Context: an optimization exercise on an open-source flow, tuned for small area, a short achievable clock period and few clock cycles per item. The choices shown serve that exercise and are no tape-out recipe.
In this exercise RTL edits were held to simulation tests only and were not proved equivalent to the original.
No activity file was given, so power comes from the tool's default toggle rates.

$ cat design/flow/config.mk
export PLATFORM = sky130hd
export DESIGN_NAME = sfd_tx
export DESIGN_NICKNAME = sfd_tx
export VERILOG_FILES = /design/flow/design.v
export SDC_FILE = /design/flow/constraint.sdc
export NUM_CORES = 4
export LEC_CHECK = 0
export CAP_MARGIN = 20
export CORE_MARGIN = 2
export CORE_UTILIZATION = 65
export CTS_CLUSTER_DIAMETER = 100
export CTS_CLUSTER_SIZE = 24
export PLACE_DENSITY = 0.75
export SETUP_SLACK_MARGIN = 3.75
export SLEW_MARGIN = 20
$ cat design/flow/constraint.sdc
create_clock -name core_clock -period 6.0 [get_ports {clk}]
set_input_delay 1.2000 -clock core_clock [delete_from_list [all_inputs] [get_ports {clk}]]
set_output_delay 1.2000 -clock core_clock [all_outputs]
set_load 0.01 [all_outputs]
$ cat design/flow/design.v
module sfd_tx (
    input  wire        clk,
    input  wire        rst,
    input  wire        in_valid,
    input  wire [7:0]  in_op,
    input  wire [7:0]  in_dest,
    input  wire [7:0]  in_byte,
    input  wire        in_last,
    input  wire        in_empty,
    output wire        in_ready,
    output wire        tx_valid,
    output wire [7:0]  tx_byte,
    input  wire        tx_ready
);
    localparam [7:0] MARKER       = 8'h1B;
    localparam [7:0] LIT_SENTINEL = 8'h1C;
    localparam [7:0] OP_DATA      = 8'h44;
    reg  [7:0]  buf_mem [0:31];
    reg  [5:0]  top;           
    reg         pf_v;          
    reg  [7:0]  pf_b;
    reg         in_rdy;        
    reg         in_cmd;        
    reg         ib_v;          
    reg  [7:0]  ib_byte;
    reg         ib_last;
    reg         ib_empty;
    reg         col_isd;       
    reg  [7:0]  col_op;
    reg  [7:0]  col_dest;
    reg  [5:0]  cnt;           
    reg         pair;          
    reg         s_pend;        
    reg         col_closed;    
    reg         carry;         
    reg         carry_last;    
    reg         cap;           
    reg         rdy_valid;
    reg  [7:0]  rdy_op;
    reg  [7:0]  rdy_dest;
    reg  [5:0]  rdy_end;       
    reg         active;        
    reg  [5:0]  pos;           
    reg         out_src;       
    reg  [5:0]  out_end;       
    reg  [15:0] seq;
    reg         tx_v;
    reg  [7:0]  tx_b;
    assign in_ready = in_rdy;
    assign tx_valid = tx_v;
    assign tx_byte  = tx_b;
    function [5:0] inc6(input [5:0] x);
        inc6 = x ^ {&x[4:0], &x[3:0], &x[2:0], &x[1:0], x[0], 1'b1};
    endfunction
    function [5:0] dec6(input [5:0] x);
        dec6 = x ^ {~|x[4:0], ~|x[3:0], ~|x[2:0], ~|x[1:0], ~x[0], 1'b1};
    endfunction
    function [4:0] inc5(input [4:0] x);
        inc5 = x ^ {&x[3:0], &x[2:0], &x[1:0], x[0], 1'b1};
    endfunction
    wire        fire     = in_valid && in_rdy;
    wire        consume  = ib_v && cap;
    wire        is_mk    = (ib_byte == MARKER) && !ib_empty;
    wire        is_m     = col_isd && is_mk;
    wire        two      = is_m && pair;
    wire        c30      = (cnt == 6'd39);
    wire        c31      = (cnt == 6'd40);
    wire        nofit    = two && c31;
    wire [5:0]  cnt1     = inc6(cnt);
    wire [5:0]  cnt2     = {inc5(cnt[5:1]), cnt[0]};
    wire [5:0]  ncnt     = two ? cnt2 : cnt1;
    wire        close    = ib_last || ib_empty || c31 || (c30 && two);
    wire [5:0]  close_len = ib_empty ? cnt : nofit ? 6'd40 : ncnt;
    reg  [7:0]  hdr;
    always @(*) begin
        case (pos[3:0])
            4'd0, 4'd1, 4'd2: hdr = MARKER;
            4'd4:             hdr = seq[15:8];
            4'd5:             hdr = seq[7:0];
            4'd6:             hdr = out_src ? col_op : rdy_op;
            4'd7:             hdr = out_src ? col_dest : rdy_dest;
            4'd9:             hdr = {2'b00, out_end - 6'd9};
            default:          hdr = 8'h00;
        endcase
    end
    wire        in_body  = (pos >= 6'd10);
    wire [7:0]  next_b   = in_body ? pf_b : hdr;
    wire        adv      = !tx_v || tx_ready;  
    wire        ready_b  = !in_body || pf_v;   
    wire        emit     = adv && active && ready_b;
    wire        idle     = adv && !active;
    wire        pos_last = (pos == out_end);
    wire        done     = emit && pos_last;
    wire        want     = done || idle;
    wire        take_rdy = want && rdy_valid;
    wire        take_col = want && !rdy_valid && col_closed;
    wire        pos_lt8  = (pos[5:3] == 3'd0);
    wire        hold     = active && pos_lt8;
    wire        to_rdy   = col_closed && !take_col && !rdy_valid && !(hold && !out_src);
    wire        col_move = take_col || to_rdy;
    wire        push     = emit || take_rdy || take_col;
    wire [7:0]  push_b   = emit ? next_b : MARKER;
    wire        rd       = emit && in_body;
    wire        buf_rd   = !top[5] && (!pf_v || rd);
    wire        occ31    = (top == 6'd30);
    wire        occ32    = (top == 6'd31);
    wire        wr_in    = consume && !ib_empty;
    wire        wr_s     = s_pend && !occ32;
    wire        wr       = wr_in || wr_s;
    wire        full_n   = !buf_rd && (occ32 || (occ31 && wr));
    wire        spend_n  = consume ? (two && !nofit) : (s_pend && !wr_s);
    wire        closed_n = (consume && close) || (col_closed && (col_move ? carry_last : 1'b1));
    wire        cap_n    = !spend_n && !closed_n && !full_n;
    wire        ibv_n    = fire || (ib_v && !consume);
    wire        active_n = want ? (take_rdy || take_col) : active;
    wire        lt8_n    = emit ? (done || (pos[5:3] == 3'd0 && pos[2:0] != 3'd7)) : (idle || pos_lt8);
    wire        src_n    = take_rdy ? 1'b0 : take_col ? 1'b1 : out_src;
    wire        in_cmd_n = fire ? !(in_last || in_empty) : in_cmd;
    wire        colbusy_n = ibv_n || closed_n || (active_n && lt8_n && src_n);
    wire        in_rdy_n = (!ibv_n || cap_n) && !(!in_cmd_n && colbusy_n);
    integer i;
    always @(posedge clk) begin
        if (wr) begin
            for (i = 31; i > 0; i = i - 1)
                buf_mem[i] <= buf_mem[i - 1];
            buf_mem[0] <= s_pend ? LIT_SENTINEL : ib_byte;
        end
        if (in_rdy) begin
            ib_byte  <= in_byte;
            ib_last  <= in_last;
            ib_empty <= in_empty;
        end
        if (in_rdy && !in_cmd) begin
            col_op   <= in_op;
            col_dest <= in_dest;
            col_isd  <= (in_op == OP_DATA);
        end
        if (to_rdy) begin
            rdy_op   <= col_op;
            rdy_dest <= col_dest;
            rdy_end  <= cnt;
        end
        if (take_rdy) begin
            out_src  <= 1'b0;
            out_end  <= rdy_end;
        end
        if (take_col) begin
            out_src  <= 1'b1;
            out_end  <= cnt;
        end
        if (buf_rd)
            pf_b <= buf_mem[top[4:0]];
        if (adv)
            tx_b <= push_b;
    end
    always @(posedge clk) begin
        if (rst) begin
            top        <= 6'h3F;
            pf_v       <= 1'b0;
            in_rdy     <= 1'b1;
            in_cmd     <= 1'b0;
            ib_v       <= 1'b0;
            cnt        <= 6'd9;
            pair       <= 1'b0;
            s_pend     <= 1'b0;
            col_closed <= 1'b0;
            carry      <= 1'b0;
            carry_last <= 1'b0;
            cap        <= 1'b1;
            rdy_valid  <= 1'b0;
            active     <= 1'b0;
            pos        <= 6'd0;
            seq        <= 16'h0000;
            tx_v       <= 1'b0;
        end else begin
            if (wr && !buf_rd)
                top <= inc6(top);
            else if (buf_rd && !wr)
                top <= dec6(top);
            pf_v <= buf_rd || (pf_v && !rd);
            in_rdy <= in_rdy_n;
            in_cmd <= in_cmd_n;
            ib_v   <= ibv_n;
            cap    <= cap_n;
            s_pend <= spend_n;
            if (adv)
                tx_v <= push;
            if (emit) begin
                if (done) begin
                    seq <= (seq == 16'hFFFE) ? 16'h0000 : seq + 16'd1;
                    pos <= 6'd0;
                end else begin
                    pos <= pos + 6'd1;
                end
            end else if (idle) begin
                pos <= 6'd1;
            end
            if (want)
                active <= take_rdy || take_col;
            if (take_rdy)
                rdy_valid <= 1'b0;
            if (to_rdy)
                rdy_valid <= 1'b1;
            if (col_move) begin
                col_closed <= carry_last;
                cnt        <= carry ? 6'd10 : 6'd9;
                pair       <= carry;
                carry      <= 1'b0;
                carry_last <= 1'b0;
            end
            if (consume) begin
                if (close) begin
                    col_closed <= 1'b1;
                    cnt        <= close_len;
                    carry      <= nofit;
                    carry_last <= nofit && ib_last;
                end else begin
                    cnt        <= ncnt;
                    pair       <= is_m && !pair;
                end
            end
        end
    end
endmodule
$ cat design/flow/flow/run.sh
#!/bin/bash
# The standard layout (the standard.sh, ORFS make targets), with one change:
# the port buffers that buffer_ports inserts are sky130_fd_sc_hd__buf_4 cells
# instead of the default choice (clkdlybuf4s50_1, a slow delay cell).
# Each tool's output goes to a log of its own: ORFS keeps its per-step logs
# under orfs/logs/, and make's own output goes to make_finish.log here.
set -euo pipefail
bash standard.sh "BUFFER_PORTS_ARGS=-buffer_cell sky130_fd_sc_hd__buf_4" finish > make_finish.log 2>&1
$ cat design/flow/standard.sh
#!/bin/bash
# synth_recipe.tcl (not shown) runs the flow's synth.tcl, then flattens the netlist and writes it again
# the make line also repeats each setting of config.mk as NAME=value (left out here)
make -C /OpenROAD-flow-scripts/flow DESIGN_CONFIG=/design/flow/config.mk WORK_HOME=/design/flow/orfs CLKGATE_MAP_FILE= SYNTH_SCRIPT=/design/flow/synth_recipe.tcl "${@:-finish}"
==> results of run 1 <==
==> critical path, stage by stage, from the launching register on <==
cell and delay, ns:
dfxtp_4 0.38, inv_4 0.04, ha_4 0.15, o31a_1 0.27, o21a_2 0.22, or4_4 0.60
buf_6 0.17, a211oi_4 0.28, nand2_1 0.11, o2111ai_2 0.18
==> power by group <==
part,switching [uW],leakage (uW),total (uW),internal (uW)
sequential,68.2,0.00340,3010,2950
clock,790,0.000256,1400,609
combinational,176,0.00209,279,103
==> layout make-up <==
type	instances	area [sq um]	area share, %
sequential	375	10810	62.62
multi-input combinational	633	4458	25.82
timing repair buffer	113	1036	6.000
clock buffer	32	524.3	3.036
tap	285	356.6	2.065
inverter	16	68.82	0.3985
clock inverter	1	11.26	0.06522
==> registers in the layout, summed over array words and instances (netlist names), 6 cells and up <==
signal,flops
buf_mem,256
seq,16
col_dest,8
col_op,8
ib_byte,8
pf_b,8
rdy_dest,8
rdy_op,8
tx_b,8
cnt,6
out_end,6
pos,6
rdy_end,6
top,6
==> per-layer routing <==
layer / GRT usage (%) / vias to the layer above / share of wire, %
met2: 44.44 / 704 / 44
met5: 0 / - / 0
li1: - / 4346 / -
met4: 7.514 / 0 / 3.4
met1: 47.27 / 4898 / 40
met3: 6.630 / 120 / 13
==> metrics by stage <==
stage               total power, uW   TNS [ns]  hold slack [ns]  setup slack (ns)
floorplan                      3204  -0.002212           0.4204         -0.002212
global placement               3293          0           0.4261             2.861
detailed placement             3301          0           0.4302             2.803
CTS                            4671          0           0.4470             3.559
global route                   4796          0           0.4598             3.464
finish                         4691          0           0.4437             3.532
==> cells in the mapped netlist, types with 3 or more instances <==
library cell | number | share of area [%]
dfxtp_1 | 48 | 6.4
a31oi_1 | 4 | 0.17
a221oi_1 | 15 | 0.88
ha_1 | 15 | 1.3
nor3_1 | 21 | 0.70
nand3_1 | 21 | 0.70
mux2_2 | 10 | 0.75
and3_1 | 3 | 0.13
or3_1 | 12 | 0.50
nor4_1 | 15 | 0.63
nand2_1 | 85 | 2.1
and4_1 | 3 | 0.18
xnor2_1 | 20 | 1.2
xor2_1 | 10 | 0.59
nand4_1 | 19 | 0.80
nand2b_1 | 5 | 0.21
a22oi_1 | 128 | 6.4
edfxtp_1 | 327 | 66
o21ai_0 | 23 | 0.77
nor2_1 | 94 | 2.4
or2_2 | 9 | 0.38
o31ai_1 | 3 | 0.15
inv_1 | 15 | 0.38
nor2b_1 | 9 | 0.38
clkbuf_1 | 25 | 0.63
nand3b_1 | 6 | 0.30
a21oi_1 | 42 | 1.4
o21a_1 | 5 | 0.25
and2_1 | 7 | 0.29
or3b_2 | 3 | 0.18
o211ai_1 | 7 | 0.35
==> logic make-up after synthesis <==
logic type | share of synthesized area (%)
muxes | 0.7549
adders and majority gates | 1.258
buffers and inverters | 1.258
xor gates and xnor gates | 1.761
DFF | 72.26
AOI/OAI and AO/OA | 12.16
and+or+nand+nor | 10.54
==> what timing repair did <==
item                                    CTS  global route
endpoints found under the setup margin  279           272
setup buffers                            34            22
pin swaps                                18            20
endpoints found under the hold margin     0             0
gates resized for setup                  98            33
gates cloned                              2             0
==> worst paths after layout <==
kind / slack [ns] / endpoint / from
worst max-delay path: 3.53 / in_rdy / pos[0]
worst min register to register: 0.44 / buf_mem[11][2] / buf_mem[10][2]
worst min-delay path: 0.44 / buf_mem[11][2] / buf_mem[10][2]
worst max register to register: 3.53 / in_rdy / pos[0]
==> results.toml, run 1 <==
[status]
status = "finished clean"

[timing]
drv_slew = 0
setup_violations = 0
hold_viol_final = 0
clock_skew_ns = 0.02614
slew-limit-headroom_pct = 45.48
rsz0062_at_grt = "true"
min_period_ns = 2.468
max_slew.worst_pin.slew_ns = 0.8116
fin_crit_sh_pct = 41.13
fmax_mhz = 405.3

[grt]
grt.overflow.total = 0
grt_pass1_wl_mm = 54.99
track_usage_pct = 30.38
grt_pass1_vias = 9197
antenna_found_initial = 0
grt_max_degree = 92

[clock_tree]
cts_tree = "yes"
cts.sinks = 375
postCtsHoldBufs = 0
path_clk_slew_ns = 0.11
clkLatencyLatePin_ns = 0.52
numCtsBuffers = 19
clockBufferDepth = 3
h-tree-depth = 1
clockRootBuffer = "clkbuf_16"

[detailed_routing]
drc_errors = 0
first_iter_violations = 1556
vias_per_cell = 6.920
vias = 10070
dr.pass1.iters = 6
antenna_left = 0
routedWlPerCell_microns = 26.10
wl_mm = 37.98

[layout]
final_cell_mix = "edfxtp_1, a22oi_1, buf_4"
n_antenna_cell = 0
fin_util_pct = 76.50
layout-drive-gt1-share_pct = 20.51
fin_nets = 1203
layout.cells.non_filler = 1455
stdcell_area_sq_um = 17270
area_growth_pct = 15.74
final_common_cell = "edfxtp_1"
fill_cells = 1340

[synthesis]
yosysSeqAreaShare_pct = 72.26
synth_ff_type = "edfxtp_1"
syn_area_per_cell_sq_um = 14.15
yosys_warnings = 2
synthArstFlopShare_pct = 0
synthCells = 1054
synth-edff-count = 327
syn_nets = 1099
ys_types = 64
syn_area_sq_um = 14920
ys_seq_elements = 375

[die]
fp.coreArea_sq_um = 22570
pin_count = 40
rows = 55
start_util_pct = 66.09
die_h_microns = 155.5
die_x_microns = 155.5
dieArea_sq_um = 24180

[critical_path]
crit_path_end_kind = "flop"
cp_max_fo = 5
startpoint_type = "flop"
required_ns = 6.44
crit_arrival_ns = 2.90
ff2ff_path_depth = 9
path_class = "reg2reg"

[placed_design]
hpwl_mm = 23.11
gp_congestion = 0.9151
post_dp_cell_area_sq_um = 15710
dp_cells = 1364
port_buffers = 39

[power_and_ir_drop]
power_density_nw_per_um2 = 271.7
static-leakage-power_uw = 0.005741
peakVddDrop_v = 0.0002883

[flow_run]
maxCapViolCount = 0

[worst_hold_path]
min_path_type = "reg2reg"
holdPathStages = 0
Testbench counts, summed over its fixed seeds: cycles 47,888, bytes 31,638.
==> inputs of run 2 (changes only) <==
--- a/design/flow/config.mk
+++ b/design/flow/config.mk
@@ -8,8 +8,9 @@
 export CAP_MARGIN = 20
 export CORE_MARGIN = 2
 export CORE_UTILIZATION = 65
-export CTS_CLUSTER_DIAMETER = 100
-export CTS_CLUSTER_SIZE = 24
+export CTS_CLUSTER_DIAMETER = 120
+export CTS_CLUSTER_SIZE = 28
+export GPL_TIMING_DRIVEN = 1
 export PLACE_DENSITY = 0.75
-export SETUP_SLACK_MARGIN = 3.75
+export SETUP_SLACK_MARGIN = 3.65
 export SLEW_MARGIN = 20
==> run 2 against run 1 <==
  * Largest cell class unchanged
  * First-iteration DRC count shrank 21%
  * Largest power group unchanged
  * Combinational power shrank 4%
  * Sequential power about the same
  * Highest routed layer unchanged
  * Clock power shrank 4%
  * Sequential cell count stayed put
  * Synthesized cell count is the same
  * Total power down 1.4%
==> results.toml, run 2 <==
[synthesis]
synthAdderAreaFrac_pct = 1.258
synth-edff-count = 327
yosysSeqAreaShare_pct = 72.26
syn_area_per_cell_sq_um = 14.15
yosysTopAreaCell = "edfxtp_1"
yosys-top-cells-area = "edfxtp_1, dfxtp_1, a22oi_1"
ys_types = 64
yosysTopAreaCellShare_pct = 65.82
synthCells = 1054
synth_top_family_by_area = "compound AO/OA/AOI/OAI gates"
synth_ff_type = "edfxtp_1"
synthArstFlopShare_pct = 0
ys_seq_elements = 375
synthSimpleGateAreaFrac_pct = 10.54
synth.mux.area_fraction_pct = 0.7548
synth-compound-area-share_pct = 12.16
synthTopCellsByCount = "edfxtp_1, a22oi_1, nor2_1, nand2_1, dfxtp_1"
synthMostInstantiatedCell = "edfxtp_1"
syn_area_sq_um = 14920
yosys_warnings = 2
synth-xor-area-share_pct = 1.761
syn_nets = 1099

[placed_design]
post_dp_cell_area_sq_um = 15710
gp_congestion = 0.8790
port_buffers = 39
hpwl_mm = 23.20

[clock_tree]
clockBufferDepth = 3
numCtsBuffers = 17
cts.sinks = 375
path_clk_slew_ns = 0.10
h-tree-depth = 1
clockRootBuffer = "clkbuf_16"
postCtsHoldBufs = 0
clkLatencyLatePin_ns = 0.53
cts_tree = "yes"

[power_and_ir_drop]
peakVddDrop_v = 0.0002886
static-leakage-power_uw = 0.005528
power_density_nw_per_um2 = 274.7

[grt]
grt_pass1_wl_mm = 54.25
grt.overflow.total = 0
antenna_found_initial = 0
grt_pass1_vias = 9069
track_usage_pct = 30.27
grt_max_degree = 90

[detailed_routing]
drc_errors = 0
wl_mm = 36.80
vias = 9697
vias_per_cell = 6.791
dr.pass1.iters = 6
antenna_left = 0
first_iter_violations = 1232
routedWlPerCell_microns = 25.77

[layout]
layout-drive-gt1-share_pct = 19.07
largest-register = "buf_mem"
reg.largest.list = "buf_mem (256), seq (16)"
area_growth_pct = 12.93
stdcell_area_sq_um = 16850
final_common_cell = "edfxtp_1"
fin_util_pct = 74.64
largest_register_ffs = 256
n_antenna_cell = 0
final_cell_mix = "edfxtp_1, a22oi_1, nand2_1"
fin_nets = 1177

[critical_path]
path_class = "reg2reg"
required_ns = 6.41
crit_path_end_kind = "flop"
crit_arrival_ns = 2.86
cp_max_fo = 4
startpoint_type = "flop"

[die]
fp.coreArea_sq_um = 22570
rows = 55
pin_count = 40
die_h_microns = 155.5
start_util_pct = 66.09
die_x_microns = 155.5
dieArea_sq_um = 24180

[timing]
drv_slew = 0
rsz0062_at_grt = "true"
slew-limit-headroom_pct = 51.09
min_period_ns = 2.448
hold_viol_final = 0
setup_violations = 0
fmax_mhz = 408.5
clock_skew_ns = 0.02644
fin_crit_sh_pct = 40.80
max_slew.worst_pin.slew_ns = 0.7280

[status]
status = "finished clean"

[flow_run]
maxCapViolCount = 0

[worst_hold_path]
min_path_type = "reg2reg"
[run 2: critical path: stages (launching register included)]
cell,delay (ns)
dfxtp_4,0.38
buf_6,0.12
o31a_1,0.32
o21a_2,0.22
or4_4,0.61
buf_6,0.16
a211oi_4,0.26
buf_4,0.17
buf_6,0.08
nor2_2,0.02
[run 2: layer usage]
| layer | track usage [%] | vias up | wire length [microns] |
|---|---|---|---|
| met5 | 0 | - | 0 |
| met2 | 43.89 | 616 | 16220 |
| met4 | 7.558 | 0 | 1008 |
| li1 | - | 4287 | - |
| met1 | 47.69 | 4713 | 15000 |
| met3 | 6.212 | 81 | 4576 |
[run 2: cell type report]
| cell class | instances | area (sq um) |
|---|---|---|
| Clock buffer | 28 | 466.7 |
| Clock inverter | 2 | 28.78 |
| Fill cell | 1442 | 5724 |
| Inverter | 16 | 66.31 |
| Multi-Input combinational cell | 633 | 4388 |
| Sequential cell | 375 | 10800 |
| Tap cell | 285 | 356.6 |
| Timing Repair Buffer | 89 | 739.5 |
[run 2: cells by family (layout without fill, tap and decap cells)]
| kind of cell | after synthesis | after routing |
|---|---|---|
| XOR/XNOR | 30 | 30 |
| AO/OA/AOI/OAI | 254 | 254 |
| buffers and inverters | 47 | 135 |
| AND/OR/NAND/NOR | 323 | 324 |
| multiplexers | 10 | 10 |
| adder cells (fa/ha/maj) | 15 | 15 |
| flip-flops | 375 | 375 |
[run 2: through the flow]
stage / hold slack, ns / total power [uW] / worst slack [ns] / TNS [ns] / std cells
finish: 0.4566 / 4628 / 3.552 / 0 / 1428
detailed placement: 0.4333 / 3301 / 2.754 / 0 / 1366
global route: 0.4625 / 4739 / 3.460 / 0 / 1428
CTS: 0.4558 / 4606 / 3.498 / 0 / 1418
global placement: 0.4281 / 3294 / 2.874 / 0 / 1366
floorplan: 0.4204 / 3204 / -0.002212 / -0.002212 / 1054
[run 2: final timing paths]
kind / from / slack [ns] / cells past startpoint / endpoint
setup / recovery: pos[1] / 3.55 / 9 / col_closed
hold / removal: buf_mem[14][4] / 0.46 / 0 / buf_mem[15][4]
setup reg to reg: pos[1] / 3.55 / 9 / col_closed
hold reg to reg: buf_mem[14][4] / 0.46 / 0 / buf_mem[15][4]
[run 2: where the power goes]
| part | switching, uW | leakage (uW) | internal (uW) | total [uW] |
|---|---|---|---|---|
| sequential | 67.9 | 0.00340 | 2950 | 3020 |
| combinational | 170 | 0.00190 | 97.6 | 267 |
| clock | 790 | 0.000237 | 555 | 1340 |
| total | 1030 | 0.00553 | 3600 | 4630 |
[run 2: repair_timing]
item / CTS / global route
resized for setup: 70 / 45
gates cloned: 1 / 1
pin swaps: 15 / 10
endpoints found under the setup margin: 259 / 252
setup buffers: 21 / 9
==> inputs of run 3 (changes only) <==
--- a/design/flow/config.mk
+++ b/design/flow/config.mk
@@ -10,7 +10,6 @@
 export CORE_UTILIZATION = 65
 export CTS_CLUSTER_DIAMETER = 120
 export CTS_CLUSTER_SIZE = 28
-export GPL_TIMING_DRIVEN = 1
 export PLACE_DENSITY = 0.75
 export SETUP_SLACK_MARGIN = 3.65
 export SLEW_MARGIN = 20
==> run 3 against run 2 <==
  * Register-to-register slack about the same
  * Sequential cell count unchanged
  * Total power stayed put
  * Combinational power barely moved
  * Critical path type unchanged
  * Non-clock buffer count is the same
  * Largest cell class unchanged
  * Still clean
  * Core utilization stayed put
  * Worst hold slack is the same
  * Clock-buffer cell count unchanged
  * Die area unchanged
  * First-iteration DRC count unchanged
  * Cell count is the same
==> results.toml, run 3 <==
[status]
status = "finished clean"

[layout]
largest-register = "buf_mem"
final-seq-area_sq_um = 10800
largest_register_ffs = 256
layout.cells.non_filler = 1428
fin_nets = 1177
multiInputGateArea_sq_um = 4388
n_antenna_cell = 0
final_cell_mix = "edfxtp_1, a22oi_1, nand2_1"
area_growth_pct = 12.93
layout-drive-gt1-share_pct = 19.07
reg.largest.list = "buf_mem (256), seq (16)"
fill_cells = 1442
final_common_cell = "edfxtp_1"

[detailed_routing]
vias_per_cell = 6.791
first_iter_violations = 1232
dr.pass1.iters = 6
wl_mm = 36.80
vias = 9697
antenna_left = 0
drc_errors = 0
routedWlPerCell_microns = 25.77

[grt]
grt.overflow.total = 0
grt.met1_usage_pct = 47.69
antenna_found_initial = 0
grt_max_degree = 90
busiest_layer = "met1"
grtUsageMet3_pct = 6.212
track_usage_pct = 30.27
grt_pass1_wl_mm = 54.25
gr-usage-met2_pct = 43.89
grt_pass1_vias = 9069

[clock_tree]
postCtsHoldBufs = 0
cts.sinks = 375
clkLatencyLatePin_ns = 0.53
path_clk_slew_ns = 0.10
clockRootBuffer = "clkbuf_16"
numCtsBuffers = 17
cts_tree = "yes"
clockBufferDepth = 3
h-tree-depth = 1

[die]
rows = 55
fp.coreArea_sq_um = 22570
start_util_pct = 66.09
die_h_microns = 155.5
pin_count = 40
dieArea_sq_um = 24180
die_x_microns = 155.5

[critical_path]
r2r_slack_ns = 3.55
crit_arrival_ns = 2.86
crit_path_end_kind = "flop"
required_ns = 6.41
crit_chain = "buf_6, o31a_1, o21a_2, or4_4, buf_6, a211oi_4, buf_4, buf_6, nor2_2"
path_class = "reg2reg"
cp_slowest_cell = "or4_4"
cp_common_cell = "buf_6"
crit_path_start = "pos[1]"
startpoint_type = "flop"
r2r-start = "pos[1]"
cp_max_fo = 4
r2r-end = "col_closed"
ff2ff_path_depth = 9
critPathMaxStageDelay_ns = 0.61

[synthesis]
synthCells = 1054
synthTopCellsByCount = "edfxtp_1, a22oi_1, nor2_1, nand2_1, dfxtp_1"
synthMostInstantiatedCell = "edfxtp_1"
synth-edff-count = 327
yosysTopAreaCell = "edfxtp_1"
yosys_warnings = 2
yosysTopAreaCellShare_pct = 65.82
synthArstFlopShare_pct = 0
syn_nets = 1099
syn_area_sq_um = 14920
syn_area_per_cell_sq_um = 14.15
ys_types = 64
ys_seq_elements = 375
yosys-top-cells-area = "edfxtp_1, dfxtp_1, a22oi_1"
synth_ff_type = "edfxtp_1"
yosysSeqAreaShare_pct = 72.26

[power_and_ir_drop]
p_total_uw = 4628
seq_power_share_pct = 65.2
p_comb_share_pct = 5.8
p_switching_uw = 1028
static-leakage-power_uw = 0.005528
peakVddDrop_v = 0.0002886
power_density_nw_per_um2 = 274.7
power.share.switching_pct = 22.21
clkPwrFrac_pct = 29.1
p_int_uw = 3600

[placed_design]
post-place-ws_ns = 2.754
port_buffers = 39
dp_cells = 1366
hpwl_mm = 23.20
gp_congestion = 0.8790

[worst_hold_path]
min_path_type = "reg2reg"
hold_end = "buf_mem[15][4]"
holdPathStages = 0
min_from = "buf_mem[14][4]"

[timing]
fmax_mhz = 408.5
hold_viol_final = 0
drv_slew = 0
rsz0062_at_grt = "true"
clock_skew_ns = 0.02644
fin_crit_sh_pct = 40.80
slew-limit-headroom_pct = 51.09
min_period_ns = 2.448
setup_violations = 0
layout_setup_ws_ns = 3.552
whs_ns = 0.4566
max_slew.worst_pin.slew_ns = 0.7280

[flow_run]
maxCapViolCount = 0
run 3: cell counts in the layout (fill, tap and decap cells not counted):
No cell type changed its count.
run 3: worst max path at each step:
stage                     slack, ns         end  cells past startpoint
after floorplan              -0.002      top[4]                      7
after global placement         2.87  out_end[2]                      8
after detailed placement       2.75      top[4]                     11
after CTS                      3.50      in_rdy                      9
after global routing           3.46      in_rdy                      9
final                          3.55  col_closed                      9
run 3: per-stage QoR:
| step | util, % | cell area [sq um] | TNS (ns) |
|---|---|---|---|
| after floorplan | - | 15070 | -0.002212 |
| after global placement | 69.56 | 15700 | 0 |
| after detailed placement | 69.58 | 15710 | 0 |
| after CTS | 73.59 | 16610 | 0 |
| after global routing | 74.64 | 16850 | 0 |
| final | 74.64 | 16850 | 0 |
run 3: routing by layer:
| metal | vias up | wire (microns) |
|---|---|---|
| met3 | 81 | 4576 |
| li1 | 4287 | - |
| met1 | 4713 | 15000 |
| met2 | 616 | 16220 |
| met5 | - | 0 |
| met4 | 0 | 1008 |
run 3: what timing repair did:
action,CTS,global route
pin swaps,15,10
gates resized for setup,70,45
buffers inserted,21,9
setup endpoints to repair,259,252
cloned,1,1
run 3: worst max-delay path: cells and delay by family (launching register included):
kind / cells / cell delay, ns
compound gates: 3 / 0.80
simple gates: 2 / 0.63
buf+inv: 4 / 0.53
flops: 1 / 0.38
run 3: cell type report:
type	instances	area share (%)
Multi-Input combinational cell	633	26.05
Inverter	16	0.3936
Tap cell	285	2.117
Clock inverter	2	0.1708
Timing Repair Buffer	89	4.389
Sequential cell	375	64.11
Clock buffer	28	2.770
run 3: cells by family after synthesis:
family | synth area share, %
adders and majority gates | 1.258
muxes | 0.7549
buffers and inverters | 1.258
AOI/OAI and AO/OA | 12.16
DFF | 72.26
xor gates and xnor gates | 1.761
and+or+nand+nor | 10.54
run 3: power by group through the flow:
stage | Clock, uW | Sequential [uW] | Combinational (uW)
floorplan | 0 | 3050 | 150
global placement | 0 | 3070 | 223
detailed placement | 0 | 3070 | 226
CTS | 1340 | 3010 | 247
global route | 1430 | 3030 | 287
finish | 1340 | 3020 | 267
==> inputs of run 4 (changes only) <==
--- a/design/flow/design.v
+++ b/design/flow/design.v
@@ -101,6 +101,13 @@
     wire        push     = emit || take_rdy || take_col;
     wire [7:0]  push_b   = emit ? next_b : MARKER;
     wire        rd       = emit && in_body;
+    reg  [7:0]  rdata;
+    integer k;
+    always @(*) begin
+        rdata = 8'h00;
+        for (k = 0; k < 32; k = k + 1)
+            rdata = rdata | (buf_mem[k] & {8{top[4:0] == k}});
+    end
     wire        buf_rd   = !top[5] && (!pf_v || rd);
     wire        occ31    = (top == 6'd30);
     wire        occ32    = (top == 6'd31);
@@ -149,7 +156,7 @@
             out_end  <= cnt;
         end
         if (buf_rd)
-            pf_b <= buf_mem[top[4:0]];
+            pf_b <= rdata;
         if (adv)
             tx_b <= push_b;
     end
--- a/design/flow/config.mk
+++ b/design/flow/config.mk
@@ -7,9 +7,9 @@
 export LEC_CHECK = 0
 export CAP_MARGIN = 20
 export CORE_MARGIN = 2
-export CORE_UTILIZATION = 65
+export CORE_UTILIZATION = 75
 export CTS_CLUSTER_DIAMETER = 120
 export CTS_CLUSTER_SIZE = 28
-export PLACE_DENSITY = 0.75
+export PLACE_DENSITY = 0.85
 export SETUP_SLACK_MARGIN = 3.65
 export SLEW_MARGIN = 20
==> run 4 against run 3 <==
  * Still clean
  * Sequential cell count unchanged
  * Total power up 0.26%
  * Core utilization up 11 points
  * Worst setup slack better by 0.046 ns
  * Global-route usage up 4.4 points
  * Sequential power about the same
  * Critical path depth up 1
  * Area after synthesis up 0.22%
  * Cell count down 4.1%
  * Critical path type is now in2reg
  * Largest power group unchanged
==> results.toml, run 4 <==
[synthesis]
ys_types = 73
yosys-top-cells-area = "edfxtp_1, a22oi_1, dfxtp_1"
synth_ff_type = "edfxtp_1"
syn_nets = 1079
ys_seq_elements = 375
syn_area_sq_um = 14950
yosys_warnings = 2
yosysTopAreaCell = "edfxtp_1"
synthMostInstantiatedCell = "edfxtp_1"
synthTopCellsByCount = "edfxtp_1, a22oi_1, nor2_1, nand2_1, dfxtp_1"
synth-edff-count = 327
syn_area_per_cell_sq_um = 14.46
yosysTopAreaCellShare_pct = 65.68
yosysSeqAreaShare_pct = 72.11
synthCells = 1034
synthArstFlopShare_pct = 0

[clock_tree]
cts_tree = "yes"
numCtsBuffers = 17
clkLatencyLatePin_ns = 0.55
clockRootBuffer = "clkbuf_16"
cts.sinks = 375
path_clk_slew_ns = 0.11
clockBufferDepth = 3
h-tree-depth = 1
postCtsHoldBufs = 0

[detailed_routing]
drc_errors = 0
dr.pass1.iters = 6
vias_per_cell = 7.479
routedWlPerCell_microns = 28.42
vias = 10240
wl_mm = 38.91
antenna_left = 0
first_iter_violations = 1915

[die]
die_x_microns = 145.2
rows = 51
dieArea_sq_um = 21080
start_util_pct = 76.57
pin_count = 40
die_h_microns = 145.2
fp.coreArea_sq_um = 19530

[timing]
tns_ns = 0
fin_crit_sh_pct = 40.03
drv_slew = 0
slew-limit-headroom_pct = 19.70
clock_skew_ns = 0.03585
whs_ns = 0.4299
hold_viol_final = 0
min_period_ns = 2.402
fmax_mhz = 416.3
setup_violations = 0
max_slew.worst_pin.slew_ns = 1.200
rsz0062_at_grt = "true"

[critical_path]
cp_max_fo = 5
crit_path_end_kind = "flop"
crit_chain = "buf_4, nor2b_4, inv_6, buf_4, o2111a_2, buf_4, a21oi_1, nor2_1, a2111oi_4, o2111ai_1"
startpoint_type = "input port"
required_ns = 6.38
cp_top_family = "compound AO/OA/AOI/OAI gates"
critPathMaxStageDelay_ns = 0.29
cp_common_cell = "buf_4"
path_class = "in2reg"
cp_slowest_cell = "a2111oi_4"
crit_arrival_ns = 2.78
cp_num_buf_inv = 4
r2r_slack_ns = 3.60

[layout]
final_cell_mix = "edfxtp_1, a22oi_1, nand2_1"
layout-drive-gt1-share_pct = 17.77
final_common_cell = "edfxtp_1"
area_growth_pct = 11.52
layout.cells.non_filler = 1369
stdcell_area_sq_um = 16670
reg.largest.list = "buf_mem (256), seq (16)"
largest_register_ffs = 256
fin_nets = 1143
largest-register = "buf_mem"

[grt]
grtUsageMet3_pct = 7.610
busiest_layer = "met2"
antenna_found_initial = 2
grt_pass1_wl_mm = 55.05
grt_max_degree = 90
gr-usage-met2_pct = 51.88
grt.overflow.total = 0
track_usage_pct = 34.65
grt.met1_usage_pct = 50.32
grt_pass1_vias = 9465

[placed_design]
post_dp_cell_area_sq_um = 15620
hpwl_mm = 22.93
port_buffers = 39
dp_cells = 1312
gp_congestion = 0.8769

[status]
status = "finished clean"

[power_and_ir_drop]
static-leakage-power_uw = 0.005480
p_total_uw = 4639
peakVddDrop_v = 0.0003633
power_density_nw_per_um2 = 278.3

[flow_run]
maxCapViolCount = 0

[worst_hold_path]
min_path_type = "reg2reg"
-- run 4: power breakdown --
group / internal (uW) / leakage (uW) / total, uW / switching (uW)
clock network: 539 / 0.000230 / 1320 / 785
registers: 2940 / 0.00340 / 3010 / 66.7
logic: 108 / 0.00185 / 303 / 195
-- run 4: final timing paths --
| path | start | endpoint | depth (start not counted) |
|---|---|---|---|
| min reg2reg | buf_mem[7][2] | buf_mem[8][2] | 0 |
| max reg2reg | pos[0] | seq[6] | 11 |
| max | tx_ready | in_rdy | 10 |
| min | buf_mem[7][2] | buf_mem[8][2] | 0 |
-- run 4: layer usage --
metal | vias up | wire (microns)
met3 | 195 | 5401
li1 | 4218 | -
met2 | 970 | 17530
met1 | 4854 | 13780
met4 | 2 | 2177
met5 | - | 17
-- run 4: layout make-up --
cell class / count / area [sq um]
clock buffers: 22 / 444.2
inverters: 17 / 68.82
repair buffers: 72 / 614.3
multi-input cells: 615 / 4373
flip-flops and latches: 375 / 10810
clock inverters: 2 / 28.78
fillers: 925 / 2853
diodes: 1 / 2.502
well taps: 265 / 331.6
-- run 4: metrics by stage --
step                      utilization (%)  setup slack (ns)
after CTS                           83.74             3.593
final                               85.39             3.598
after global routing                85.38             3.518
after detailed placement            79.99             2.775
after floorplan                         -           -0.1239
after global placement              79.99             2.904
-- run 4: cell families after synthesis --
kind of cell    count (synthesis)  synth area share, %
flops                         375                72.11
simple gates                  306                10.58
compound gates                251                12.25
buf+inv                        47                1.289
xor+xnor                       28                1.640
fa+ha+maj                      15                1.255
mux                            12               0.8788
-- run 4: repair_timing --
item,in CTS,in global routing
endpoints found under the setup margin,167,165
gates resized for setup,50,47
cloned,2,3
pin swaps,5,14
setup buffers,11,16
Testbench counts of run 4, summed over its fixed seeds: cycles 47,888, bytes 31,638.
==> inputs of run 5 (changes only) <==
--- a/design/flow/config.mk
+++ b/design/flow/config.mk
@@ -7,9 +7,9 @@
 export LEC_CHECK = 0
 export CAP_MARGIN = 20
 export CORE_MARGIN = 2
-export CORE_UTILIZATION = 75
+export CORE_UTILIZATION = 45
 export CTS_CLUSTER_DIAMETER = 120
 export CTS_CLUSTER_SIZE = 28
-export PLACE_DENSITY = 0.85
+export PLACE_DENSITY = 0.55
 export SETUP_SLACK_MARGIN = 3.65
 export SLEW_MARGIN = 20
==> run 5 against run 4 <==
  * Still clean on timing, DRC and antenna
  * Sequential cell count unchanged
  * Global-route usage shrank 12 points
  * Worst hold slack gained 0.018 ns
  * Area after synthesis did not move
  * Final area is 2.1% higher
  * Critical endpoint is now top[3]
==> results.toml, run 5 <==
[timing]
fmax_mhz = 425.8
min_period_ns = 2.349
rsz0062_at_grt = "true"
tns_ns = 0
hold_viol_final = 0
fin_crit_sh_pct = 39.15
slew-limit-headroom_pct = 37.86
setup_violations = 0
max_slew.worst_pin.slew_ns = 0.9279
clock_skew_ns = 0.03102
drv_slew = 0

[clock_tree]
cts.sinks = 375
cts_tree = "yes"
path_clk_slew_ns = 0.12
h-tree-depth = 1
numCtsBuffers = 17
clockBufferDepth = 3
clockRootBuffer = "clkbuf_16"
clkLatencyLatePin_ns = 0.53

[power_and_ir_drop]
static-leakage-power_uw = 0.005578
peakVddDrop_v = 0.0002241
power_density_nw_per_um2 = 273.4

[synthesis]
synthMostInstantiatedCell = "edfxtp_1"
yosysSeqAreaShare_pct = 72.11
synth-edff-count = 327
synthCells = 1034
ys_seq_elements = 375
yosysTopAreaCell = "edfxtp_1"
yosys_warnings = 2
synthTopCellsByCount = "edfxtp_1, a22oi_1, nor2_1, nand2_1, dfxtp_1"
syn_nets = 1079
syn_area_sq_um = 14950
yosysTopAreaCellShare_pct = 65.68
synth_ff_type = "edfxtp_1"
yosys-top-cells-area = "edfxtp_1, a22oi_1, dfxtp_1"
synthArstFlopShare_pct = 0
syn_area_per_cell_sq_um = 14.46
ys_types = 73

[detailed_routing]
vias = 9426
wl_mm = 38.58
dr.pass1.iters = 6
antenna_left = 0
drc_errors = 0
vias_per_cell = 6.027
first_iter_violations = 1309
routedWlPerCell_microns = 24.67

[die]
die_x_microns = 186.3
dieArea_sq_um = 34700
fp.coreArea_sq_um = 32620
start_util_pct = 45.83
die_h_microns = 186.3
pin_count = 40
rows = 66

[critical_path]
crit_arrival_ns = 2.82
path_depth = 12
cp_top_family = "simple AND/OR/NAND/NOR gates"
critPathMaxStageDelay_ns = 0.38
crit_path_end_kind = "flop"
r2r_slack_ns = 3.67
cp_common_cell = "buf_6"
path_class = "in2reg"
required_ns = 6.47
crit_path_start = "tx_ready"
cp_num_buf_inv = 3
cp_slowest_cell = "or3_1"
startpoint_type = "input port"
cp_max_fo = 5
setup.worst_path.end = "top[3]"
ff2ff_path_depth = 10
r2r-end = "top[4]"
crit_chain = "buf_6, nor2b_4, clkinv_4, and2_4, nand3_4, nand2_4, nand2b_4, ha_4, buf_6, a31oi_4, or3_1, nand3_1"
r2r-start = "top[2]"

[placed_design]
hpwl_mm = 25.42
dp_cells = 1512
gp_congestion = 0.8419
post_dp_cell_area_sq_um = 16020
port_buffers = 39

[layout]
area_growth_pct = 13.88
layout-drive-gt1-share_pct = 18.54
largest-register = "buf_mem"
n_antenna_cell = 0
fin_util_pct = 52.19
fin_nets = 1157
reg.largest.list = "buf_mem (256), seq (16)"
final_cell_mix = "edfxtp_1, a22oi_1, buf_4"
layout.cells.non_filler = 1564
largest_register_ffs = 256
final_common_cell = "edfxtp_1"
fill_cells = 2771
stdcell_area_sq_um = 17030

[worst_hold_path]
min_from = "buf_mem[4][0]"
min_path_type = "reg2reg"

[grt]
grt_pass1_wl_mm = 56.84
antenna_found_initial = 0
track_usage_pct = 22.35
grt_pass1_vias = 8898
grt.overflow.total = 0
grt_max_degree = 78

[flow_run]
maxCapViolCount = 0

[status]
status = "finished clean"
run 5: cell types whose count changed in the layout (fill, tap and decap cells not counted), sizes merged, moves of 2 or more:
cell    change
buf        +17
clkbuf      +5
and3        -3
inv         -2
run 5: layer usage:
layer	up-vias	wire, microns	GRT usage, %
met5	-	0	0
met4	0	911	5.543
met3	60	3352	4.108
met2	394	17050	33.31
met1	4728	17270	33.97
li1	4244	-	-
run 5: kinds of logic after synthesis:
logic type / Yosys count / share of synthesized area (%)
mux: 12 / 0.8788
compound gates: 251 / 12.25
flops: 375 / 72.11
xor+xnor: 28 / 1.640
fa+ha+maj: 15 / 1.255
simple gates: 306 / 10.58
buf+inv: 47 / 1.289
run 5: worst min-delay path by stage:
stage | to | slack, ns | cells after the start
after floorplan | rdy_op[0] | 0.42 | 0
after detailed placement | buf_mem[9][6] | 0.43 | 0
after global placement | buf_mem[5][4] | 0.43 | 0
final | buf_mem[5][0] | 0.45 | 0
after global routing | buf_mem[20][0] | 0.46 | 0
after CTS | buf_mem[20][0] | 0.45 | 0
run 5: layout make-up:
class	instances	area (sq um)	share of cell area (%)
clock inverter	1	20.02	0.1176
sequential	375	10810	63.50
clock buffer	28	466.7	2.741
inverter	17	68.82	0.4042
timing repair buffer	88	732.0	4.299
multi-input combinational	613	4374	25.69
tap	442	553.0	3.248
run 5: what timing repair did:
action                                  in CTS  in global routing
gates cloned                                 2                  0
endpoints found under the setup margin     298                202
setup buffers                               12                  9
pin swaps                                    6                 11
gates resized for setup                     55                 40
hold endpoints to repair                     0                  0
hold buffers                                 0                  0
run 5: stage by stage:
| stage | hold WS (ns) | total power (uW) | worst slack [ns] |
|---|---|---|---|
| 5_1_grt | 0.4570 | 4804 | 3.535 |
| 4_1_cts | 0.4483 | 4677 | 3.627 |
| 3_3_place_gp | 0.4309 | 3332 | 2.885 |
| 3_5_place_dp | 0.4341 | 3334 | 2.793 |
| 2_1_floorplan | 0.4204 | 3227 | -0.1239 |
| 6_report | 0.4481 | 4655 | 3.651 |
run 5: power breakdown:
group / total, uW / internal, uW / leakage [uW] / switching, uW
Sequential: 3010 / 2940 / 0.00340 / 64.1
Combinational: 293 / 107 / 0.00194 / 186
Clock: 1350 / 552 / 0.000232 / 801
Total: 4650 / 3600 / 0.00558 / 1050
==> inputs of run 6 (changes only) <==
--- a/design/flow/config.mk
+++ b/design/flow/config.mk
@@ -7,9 +7,9 @@
 export LEC_CHECK = 0
 export CAP_MARGIN = 20
 export CORE_MARGIN = 2
-export CORE_UTILIZATION = 45
+export CORE_UTILIZATION = 65
 export CTS_CLUSTER_DIAMETER = 120
 export CTS_CLUSTER_SIZE = 28
-export PLACE_DENSITY = 0.55
+export PLACE_DENSITY = 0.75
 export SETUP_SLACK_MARGIN = 3.65
 export SLEW_MARGIN = 20
==> run 6 against run 5 <==
  * Still clean on timing, DRC and antenna
  * Fmax decreased by 0.59%
  * Non-clock buffer count decreased by 14
  * Worst hold slack got worse by 0.0065 ns
  * Synthesized cell count unchanged
  * Clock skew decreased by 0.0080 ns
  * First-iteration DRC count increased by 0.38%
  * Area after synthesis unchanged
  * Sequential cell count unchanged
  * Routed wire length decreased by 6.1%
  * Core utilization increased by 22 points
  * Largest cell class unchanged
==> results.toml, run 6 <==
[power_and_ir_drop]
peakVddDrop_v = 0.0002642
static-leakage-power_uw = 0.005526
power_density_nw_per_um2 = 276.8

[timing]
rsz0062_at_grt = "true"
drv_slew = 0
clock_skew_ns = 0.02300
max_slew.worst_pin.slew_ns = 0.8418
fin_crit_sh_pct = 39.38
hold_viol_final = 0
slew-limit-headroom_pct = 43.82
min_period_ns = 2.363
fmax_mhz = 423.3
setup_violations = 0
layout_setup_ws_ns = 3.637

[layout]
fill_cells = 1414
reg.largest.list = "buf_mem (256), seq (16)"
largest_register_ffs = 256
n_antenna_cell = 0
layout.cells.non_filler = 1395
fin_nets = 1145
final_cell_mix = "edfxtp_1, a22oi_1, nand2_1"
largest-register = "buf_mem"
fin_util_pct = 74.04
layout-drive-gt1-share_pct = 17.57
multiInputGateArea_sq_um = 4420
final_common_cell = "edfxtp_1"
area_growth_pct = 12.12
final-seq-area_sq_um = 10800

[die]
dieArea_sq_um = 24230
fp.coreArea_sq_um = 22640
start_util_pct = 66.03
die_x_microns = 155.7
pin_count = 40
die_h_microns = 155.7
rows = 55

[synthesis]
synthSimpleGateAreaFrac_pct = 10.58
synth.mux.area_fraction_pct = 0.8787
syn_nets = 1079
synthAdderAreaFrac_pct = 1.255
yosysTopAreaCell = "edfxtp_1"
yosys-top-cells-area = "edfxtp_1, a22oi_1, dfxtp_1"
synthMostInstantiatedCell = "edfxtp_1"
ys_types = 73
syn_area_per_cell_sq_um = 14.46
ys_seq_elements = 375
synth_top_family_by_area = "compound AO/OA/AOI/OAI gates"
synthCells = 1034
syn_area_sq_um = 14950
synth_ff_type = "edfxtp_1"
synth-edff-count = 327
synth-xor-area-share_pct = 1.640
yosysSeqAreaShare_pct = 72.11
yosysTopAreaCellShare_pct = 65.68
yosys_warnings = 2
synthTopCellsByCount = "edfxtp_1, a22oi_1, nor2_1, nand2_1, dfxtp_1"
synthArstFlopShare_pct = 0
synth-compound-area-share_pct = 12.25

[clock_tree]
numCtsBuffers = 17
clockBufferDepth = 3
clockRootBuffer = "clkbuf_16"
clkLatencyLatePin_ns = 0.52
postCtsHoldBufs = 0
cts_tree = "yes"
h-tree-depth = 1
path_clk_slew_ns = 0.11
cts.sinks = 375

[critical_path]
startpoint_type = "input port"
cp_max_fo = 6
r2r-end = "pf_b[5]"
r2r-start = "top[4]"
required_ns = 6.38
path_class = "in2reg"
crit_path_end_kind = "flop"
r2r_slack_ns = 3.66
crit_arrival_ns = 2.75
ff2ff_path_depth = 6

[detailed_routing]
antenna_left = 0
wl_mm = 36.23
vias = 9583
drc_errors = 0
routedWlPerCell_microns = 25.97
first_iter_violations = 1314
dr.pass1.iters = 6
vias_per_cell = 6.870

[placed_design]
dp_cells = 1341
port_buffers = 39
hpwl_mm = 23.23
post-place-ws_ns = 2.745
gp_congestion = 0.8781

[grt]
grtUsageMet3_pct = 6.972
grt.met1_usage_pct = 45.22
grt_pass1_wl_mm = 53.16
antenna_found_initial = 0
gr-usage-met2_pct = 42.84
grt.overflow.total = 0
busiest_layer = "met1"
grt_max_degree = 62
track_usage_pct = 29.53
grt_pass1_vias = 8873

[worst_hold_path]
min_from = "buf_mem[3][5]"
holdPathStages = 0
hold_end = "buf_mem[4][5]"
min_path_type = "reg2reg"

[status]
status = "finished clean"

[flow_run]
maxCapViolCount = 0
[run 6: cell counts after synthesis]
Identical to the previous run, type by type.
[run 6: repair_timing]
action | 4_1_cts | 5_1_grt
pin swaps | 8 | 6
cloned | 2 | 1
resized for setup | 60 | 41
endpoints found under the setup margin | 281 | 257
buffers inserted | 14 | 8
[run 6: kinds of logic after synthesis]
kind of cell,count (synthesis)
DFF,375
and+or+nand+nor,306
AOI/OAI and AO/OA,251
buffers and inverters,47
xor gates and xnor gates,28
adders and majority gates,15
muxes,12
[run 6: area by class of cell]
cell class	instances	area share [%]
repair buffers	74	3.762
multi-input cells	615	26.37
flip-flops and latches	375	64.42
clock buffers	28	2.784
clock inverters	1	0.1194
well taps	285	2.127
inverters	17	0.4105
[run 6: per-layer routing]
layer,share of wire [%],up-vias
met1,41,4667
met5,0,-
met3,12,87
li1,-,4213
met4,3.4,0
met2,44,616
[run 6: metrics by stage]
step,area [sq um],total power [uW],hold WS (ns),setup TNS (ns)
6_report,16760,4640,0.4416,0
5_1_grt,16760,4747,0.4492,0
3_5_place_dp,15710,3325,0.4339,0
3_3_place_gp,15680,3317,0.4252,0
4_1_cts,16510,4608,0.4464,0
2_1_floorplan,15140,3227,0.4204,-0.5505
[run 6: how the worst max path moves through the flow]
| stage | start | end | slack (ns) | depth (start not counted) |
|---|---|---|---|---|
| 2_1_floorplan | top[2] | top[4] | -0.12 | 8 |
| 3_3_place_gp | tx_ready | top[4] | 2.88 | 12 |
| 3_5_place_dp | tx_ready | top[4] | 2.75 | 12 |
| 4_1_cts | tx_ready | top[4] | 3.60 | 12 |
| 5_1_grt | tx_ready | top[2] | 3.57 | 13 |
| 6_report | tx_ready | top[2] | 3.64 | 13 |
[run 6: power breakdown]
part	switching, uW	internal (uW)
sequential	64.1	2950
combinational	187	110
clock	781	552
[run 6: critical path, stage by stage]
cell and delay [ns]:
buf_6 0.09, nor2b_4 0.13, clkinv_4 0.09, and2_4 0.18, nand3_4 0.10, nand2_4 0.06
nand2b_4 0.10, ha_4 0.20, buf_6 0.13, nor2_1 0.06, a21oi_1 0.19, or3_1 0.14
nand3_1 0.07
==> inputs of run 7 (changes only) <==
--- a/design/flow/config.mk
+++ b/design/flow/config.mk
@@ -8,8 +8,9 @@
 export CAP_MARGIN = 20
 export CORE_MARGIN = 2
 export CORE_UTILIZATION = 65
-export CTS_CLUSTER_DIAMETER = 120
-export CTS_CLUSTER_SIZE = 28
+export CTS_BUF_LIST = sky130_fd_sc_hd__clkbuf_8 sky130_fd_sc_hd__clkbuf_16
+export CTS_CLUSTER_DIAMETER = 100
+export CTS_CLUSTER_SIZE = 20
 export PLACE_DENSITY = 0.75
 export SETUP_SLACK_MARGIN = 3.65
 export SLEW_MARGIN = 20
==> run 7 against run 6 <==
  * Still clean on timing, DRC and antenna
  * Final area grew 0.66%
  * Die area unchanged
  * Via count rose by 0.56%
  * Global-route usage increased by 0.11 points
  * Total power up 3.5%
  * Worst hold slack worse by 0.0012 ns
  * Clock power increased by 13%
  * Non-clock buffer count shrank 4
  * Clock-buffer cell count fell by 5
  * Routed wire length shrank 0.28%
  * Critical path type is now reg2reg
  * Critical endpoint is now pf_b[5]
==> results.toml, run 7 <==
[timing]
setup_violations = 0
hold_viol_final = 0
rsz0062_at_grt = "true"
max_slew.worst_pin.slew_ns = 0.8266
drv_slew = 0
min_period_ns = 2.377
fin_crit_sh_pct = 39.62
slew-limit-headroom_pct = 44.83
clock_skew_ns = 0.02369
fmax_mhz = 420.7
whs_ns = 0.4404

[detailed_routing]
vias_per_cell = 6.869
dr.pass1.iters = 5
first_iter_violations = 1442
drc_errors = 0
routedWlPerCell_microns = 25.75
vias = 9637
wl_mm = 36.13
antenna_left = 0

[die]
dieArea_sq_um = 24230
start_util_pct = 66.03
pin_count = 40
rows = 55
die_x_microns = 155.7
fp.coreArea_sq_um = 22640
die_h_microns = 155.7

[grt]
grt_pass1_vias = 8946
antenna_found_initial = 0
grt.overflow.total = 0
track_usage_pct = 29.64
grt_max_degree = 62
grt_pass1_wl_mm = 53.50

[flow_run]
maxCapViolCount = 0

[synthesis]
synth_ff_type = "edfxtp_1"
yosysTopAreaCell = "edfxtp_1"
yosys-top-cells-area = "edfxtp_1, a22oi_1, dfxtp_1"
synthArstFlopShare_pct = 0
yosysTopAreaCellShare_pct = 65.68
yosysSeqAreaShare_pct = 72.11
synthCells = 1034
syn_area_sq_um = 14950
syn_area_per_cell_sq_um = 14.46
ys_seq_elements = 375
synthTopCellsByCount = "edfxtp_1, a22oi_1, nor2_1, nand2_1, dfxtp_1"
syn_nets = 1079
synthMostInstantiatedCell = "edfxtp_1"
ys_types = 73
synth-edff-count = 327
yosys_warnings = 2

[layout]
fin_nets = 1147
largest_register_ffs = 256
largest-register = "buf_mem"
layout-drive-gt1-share_pct = 17.53
layout.cells.non_filler = 1403
n_antenna_cell = 0
area_growth_pct = 12.85
final_cell_mix = "edfxtp_1, a22oi_1, nand2_1"
reg.largest.list = "buf_mem (256), seq (16)"
final_common_cell = "edfxtp_1"

[clock_tree]
clockBufferDepth = 3
cts_tree = "yes"
postCtsHoldBufs = 0
h-tree-depth = 1
path_clk_slew_ns = 0.09
clockRootBuffer = "clkbuf_16"
numCtsBuffers = 22
clkLatencyLatePin_ns = 0.55
cts.sinks = 375

[status]
status = "finished clean"

[critical_path]
path_class = "reg2reg"
cp_max_fo = 10
cp_common_cell = "nand2_1"
critPathMaxStageDelay_ns = 0.69
r2r-start = "top[4]"
required_ns = 6.36
cp_slowest_cell = "nor2_2"
r2r_slack_ns = 3.62
crit_chain = "nand3b_1, nor2_2, a22oi_1, nand2_1, nor4_1, nand2_1"
crit_arrival_ns = 2.73
r2r-end = "pf_b[5]"
crit_path_end_kind = "flop"
ff2ff_path_depth = 6
startpoint_type = "flop"

[worst_hold_path]
min_path_type = "reg2reg"
hold_end = "buf_mem[28][3]"
holdPathStages = 0
min_from = "buf_mem[27][3]"

[power_and_ir_drop]
static-leakage-power_uw = 0.005647
peakVddDrop_v = 0.0002351
power_density_nw_per_um2 = 284.7

[placed_design]
gp_congestion = 0.8781
hpwl_mm = 23.23
dp_cells = 1341
port_buffers = 39
==> run 7: power breakdown <==
group	switching [uW]	leakage (uW)	internal [uW]	total, uW
clock	807	0.000373	696	1500
sequential	63.7	0.00340	2950	3010
combinational	186	0.00187	105	291
total	1060	0.00565	3750	4800
==> run 7: cell families after synthesis <==
family | share of synthesized area, %
buffers and inverters | 1.289
and+or+nand+nor | 10.58
xor gates and xnor gates | 1.640
adders and majority gates | 1.255
AOI/OAI and AO/OA | 12.25
DFF | 72.11
muxes | 0.8788
==> run 7: stage by stage <==
| step | total power, uW | setup WS [ns] | util, % | cell area (sq um) | setup TNS (ns) |
|---|---|---|---|---|---|
| 6_report | 4803 | 3.623 | 74.52 | 16870 | 0 |
| 4_1_cts | 4788 | 3.624 | 73.59 | 16660 | 0 |
| 3_3_place_gp | 3317 | 2.883 | 69.24 | 15680 | 0 |
| 5_1_grt | 4921 | 3.595 | 74.52 | 16870 | 0 |
| 2_1_floorplan | 3227 | -0.1239 | - | 15140 | -0.5505 |
| 3_5_place_dp | 3325 | 2.745 | 69.38 | 15710 | 0 |
==> run 7: worst max path at each step <==
stage,from,endpoint,slack [ns],cells after the start
3_5_place_dp,tx_ready,top[4],2.75,12
2_1_floorplan,top[2],top[4],-0.12,8
3_3_place_gp,tx_ready,top[4],2.88,12
5_1_grt,top[4],pf_b[5],3.60,6
4_1_cts,tx_ready,top[4],3.62,12
6_report,top[4],pf_b[5],3.62,6
==> run 7: what timing repair did <==
item                       CTS  global route
setup buffers               12             6
setup endpoints to repair  281           274
resized for setup           60            36
pin swaps                    5             4
cloned                       2             2
==> run 7: critical path: cells and delay by family, from the launching register on <==
family	cells	cell delay, ns
flops	1	0.52
simple gates	5	1.39
compound gates	1	0.26
==> run 7: layer usage <==
metal | part of all wire [%] | track usage [%] | vias up
li1 | - | - | 4240
met2 | 44 | 43.70 | 606
met5 | 0 | 0 | -
met3 | 11 | 5.806 | 87
met1 | 41 | 45.60 | 4704
met4 | 3.3 | 8.781 | 0
==> run 7: cell type report <==
type                       count  area (sq um)
clock inverter                17         66.31
clock buffer                  23         575.6
tap                          285         356.6
timing repair buffer          70         575.6
inverter                      17         68.82
multi-input combinational    616          4432
fill                        1405          5768
sequential                   375         10800
==> inputs of run 8 (changes only) <==
==> design/flow/config.mk (replaced) <==
export PLATFORM = sky130hd
export DESIGN_NAME = sfd_tx
export DESIGN_NICKNAME = sfd_tx
export VERILOG_FILES = /design/flow/design.v
export SDC_FILE = /design/flow/constraint.sdc
export NUM_CORES = 4
export LEC_CHECK = 0
export CAP_MARGIN = 20
export CORE_MARGIN = 2
export CORE_UTILIZATION = 55
export CTS_CLUSTER_DIAMETER = 120
export CTS_CLUSTER_SIZE = 28
export PLACE_DENSITY = 0.65
export SETUP_SLACK_MARGIN = 3.65
export SLEW_MARGIN = 20
==> run 8 against run 7 <==
  * Fmax up 1.5%
  * Still clean on timing, DRC and antenna
  * Synthesized cell count unchanged
  * Clock-buffer cell count up 5
  * Final area down 0.86%
  * Die area up 18%
  * Total power down 3.4%
  * Critical endpoint is now pf_b[6]
  * Sequential cell count unchanged
  * First-iteration DRC count down 19%
  * Critical path depth up 1
  * Cell count up 3.5%
  * Core utilization down 12 points
==> results.toml, run 8 <==
[flow_run]
maxCapViolCount = 0

[die]
dieArea_sq_um = 28520
die_h_microns = 168.9
rows = 60
fp.coreArea_sq_um = 26800
pin_count = 40
die_x_microns = 168.9
start_util_pct = 55.78

[timing]
rsz0062_at_grt = "true"
slew-limit-headroom_pct = 46.57
fin_crit_sh_pct = 39.03
clock_skew_ns = 0.02713
hold_viol_final = 0
drv_slew = 0
min_period_ns = 2.342
whs_ns = 0.4505
max_slew.worst_pin.slew_ns = 0.8006
setup_violations = 0
fmax_mhz = 427.1

[detailed_routing]
antenna_left = 0
wl_mm = 36.43
vias = 9328
drc_errors = 0
vias_per_cell = 6.424
first_iter_violations = 1169
routedWlPerCell_microns = 25.09
dr.pass1.iters = 5

[layout]
fin_nets = 1146
reg.largest.list = "buf_mem (256), seq (16)"
n_antenna_cell = 0
fill_cells = 2003
area_growth_pct = 11.88
largest-register = "buf_mem"
fin_util_pct = 62.41
final_common_cell = "edfxtp_1"
layout-drive-gt1-share_pct = 16.47
largest_register_ffs = 256
multiInputGateArea_sq_um = 4318
final-seq-area_sq_um = 10800
final_cell_mix = "edfxtp_1, a22oi_1, buf_4"

[clock_tree]
clockBufferDepth = 3
postCtsHoldBufs = 0
clockRootBuffer = "clkbuf_16"
numCtsBuffers = 17
clkLatencyLatePin_ns = 0.53
cts.sinks = 375
cts_tree = "yes"
h-tree-depth = 1
path_clk_slew_ns = 0.11

[placed_design]
gp_congestion = 0.8798
hpwl_mm = 23.29
port_buffers = 39

[grt]
grt_pass1_vias = 8885
grt.met1_usage_pct = 38.57
grt_max_degree = 100
grt.overflow.total = 0
antenna_found_initial = 0
gr-usage-met2_pct = 38.45
busiest_layer = "met1"
track_usage_pct = 25.64
grt_pass1_wl_mm = 54.57
grtUsageMet3_pct = 5.845

[synthesis]
syn_area_sq_um = 14950
syn_area_per_cell_sq_um = 14.46
synth-compound-area-share_pct = 12.25
yosysTopAreaCell = "edfxtp_1"
synth-edff-count = 327
synth_top_family_by_area = "compound AO/OA/AOI/OAI gates"
synth_ff_type = "edfxtp_1"
ys_seq_elements = 375
yosys_warnings = 2
synthMostInstantiatedCell = "edfxtp_1"
synthAdderAreaFrac_pct = 1.255
ys_types = 73
yosys-top-cells-area = "edfxtp_1, a22oi_1, dfxtp_1"
synthArstFlopShare_pct = 0
synthSimpleGateAreaFrac_pct = 10.58
synthCells = 1034
synth-xor-area-share_pct = 1.640
yosysTopAreaCellShare_pct = 65.68
yosysSeqAreaShare_pct = 72.11
synthTopCellsByCount = "edfxtp_1, a22oi_1, nor2_1, nand2_1, dfxtp_1"
syn_nets = 1079
synth.mux.area_fraction_pct = 0.8787

[power_and_ir_drop]
static-leakage-power_uw = 0.005507
peakVddDrop_v = 0.0001953
power_density_nw_per_um2 = 277.5

[worst_hold_path]
holdPathStages = 0
min_from = "col_dest[2]"
min_path_type = "reg2reg"
hold_end = "rdy_dest[2]"

[critical_path]
r2r-start = "top[4]"
r2r-end = "pf_b[6]"
crit_arrival_ns = 2.71
path_class = "reg2reg"
cp_max_fo = 10
r2r_slack_ns = 3.66
required_ns = 6.37
startpoint_type = "flop"
ff2ff_path_depth = 7
crit_path_end_kind = "flop"

[status]
status = "finished clean"
[run 8: cell counts after synthesis]
Identical to the previous run, type by type.
[run 8: worst max-delay path by stage]
stage	slack, ns	start	end	depth (start not counted)
final	3.66	top[4]	pf_b[6]	7
after floorplan	-0.12	top[2]	top[4]	8
after global placement	2.88	tx_ready	top[4]	12
after global routing	3.60	top[0]	top[4]	9
after detailed placement	2.80	tx_ready	top[4]	12
after CTS	3.60	pos[0]	top[4]	13
[run 8: metrics by stage]
step	setup TNS (ns)	instances	total power, uW	setup slack (ns)	cell area (sq um)
2_1_floorplan	-0.5505	1034	3227	-0.1239	15140
3_3_place_gp	0	1404	3319	2.880	15830
3_5_place_dp	0	1404	3326	2.797	15850
4_1_cts	0	1448	4657	3.604	16610
5_1_grt	0	1452	4779	3.602	16730
6_report	0	1452	4642	3.658	16730
[run 8: cell families (layout without fill, tap and decap cells)]
logic type | count (synthesis) | count (layout)
AOI/OAI and AO/OA | 251 | 252
and+or+nand+nor | 306 | 307
muxes | 12 | 12
buffers and inverters | 47 | 122
xor gates and xnor gates | 28 | 28
adders and majority gates | 15 | 15
DFF | 375 | 375
[run 8: layout make-up]
type	count	share of cell area, %
Sequential cell	375	64.57
Inverter	17	0.4114
Timing Repair Buffer	76	3.747
Tap cell	341	2.551
Multi-Input combinational cell	614	25.81
Clock buffer	28	2.790
Clock inverter	1	0.1197
[run 8: critical path: stages (launching register included)]
cell and delay [ns]:
dfxtp_2 0.45, or3b_2 0.54, nor2_1 0.50, buf_4 0.29
a22oi_1 0.10, nand4_1 0.11, nor3_1 0.05, nand2_1 0.13
[run 8: power by group]
group          switching, uW  leakage, uW  internal [uW]
combinational            180      0.00187            102
clock                    799     0.000232            552
sequential              62.2      0.00340           2950
[run 8: per-layer routing]
layer,vias to the layer above,wire length [microns]
li1,4223,-
met1,4613,15670
met2,444,16400
met3,48,3599
met4,0,769
met5,-,0
[run 8: repair_timing]
action,CTS,global route
setup buffers,13,3
cloned,2,1
pin swaps,7,4
endpoints found under the setup margin,282,258
gates resized for setup,46,24

==> static timing again, ports no longer ideal <==
Ports are ideal in the flow. The routed layouts listed here were re-timed in OpenROAD. Step 1: set_driving_cell puts a clkbuf_16 on clk and a buf_2 on each other input, an assumption about the parent block. Step 2, shift: input delay + t, output delay - t, t = (earliest + latest rising clock arrival at the registers) / 2. This alone moves slack from input paths to output paths. a / b / c = no drivers / after step 1 / after step 2; a / b = the first two.
run | t, ns | setup slack, ns | latest minus earliest clock arrival (ns) | cell pins on the clock port's net
run 1 | 0.559 | 3.532 / 3.532 / 3.048 | 0.027 / 0.027 | 1
run 2 | 0.572 | 3.552 / 3.552 / 3.045 | 0.026 / 0.027 | 1
run 3 | 0.572 | 3.552 / 3.552 / 3.045 | 0.026 / 0.027 | 1
run 4 | 0.585 | 3.598 / 3.602 / 3.042 | 0.038 / 0.039 | 1
run 5 | 0.567 | 3.651 / 3.663 / 3.097 | 0.031 / 0.031 | 1
run 6 | 0.559 | 3.637 / 3.629 / 3.093 | 0.027 / 0.028 | 1
run 7 | 0.587 | 3.623 / 3.614 / 3.144 | 0.024 / 0.023 | 1
run 8 | 0.562 | 3.658 / 3.648 / 3.194 | 0.028 / 0.029 | 1
After both steps every run listed still meets setup and hold. The setup slack of run 4, which loses most, moves by +0.004 ns with the drivers and by -0.556 ns with both steps.
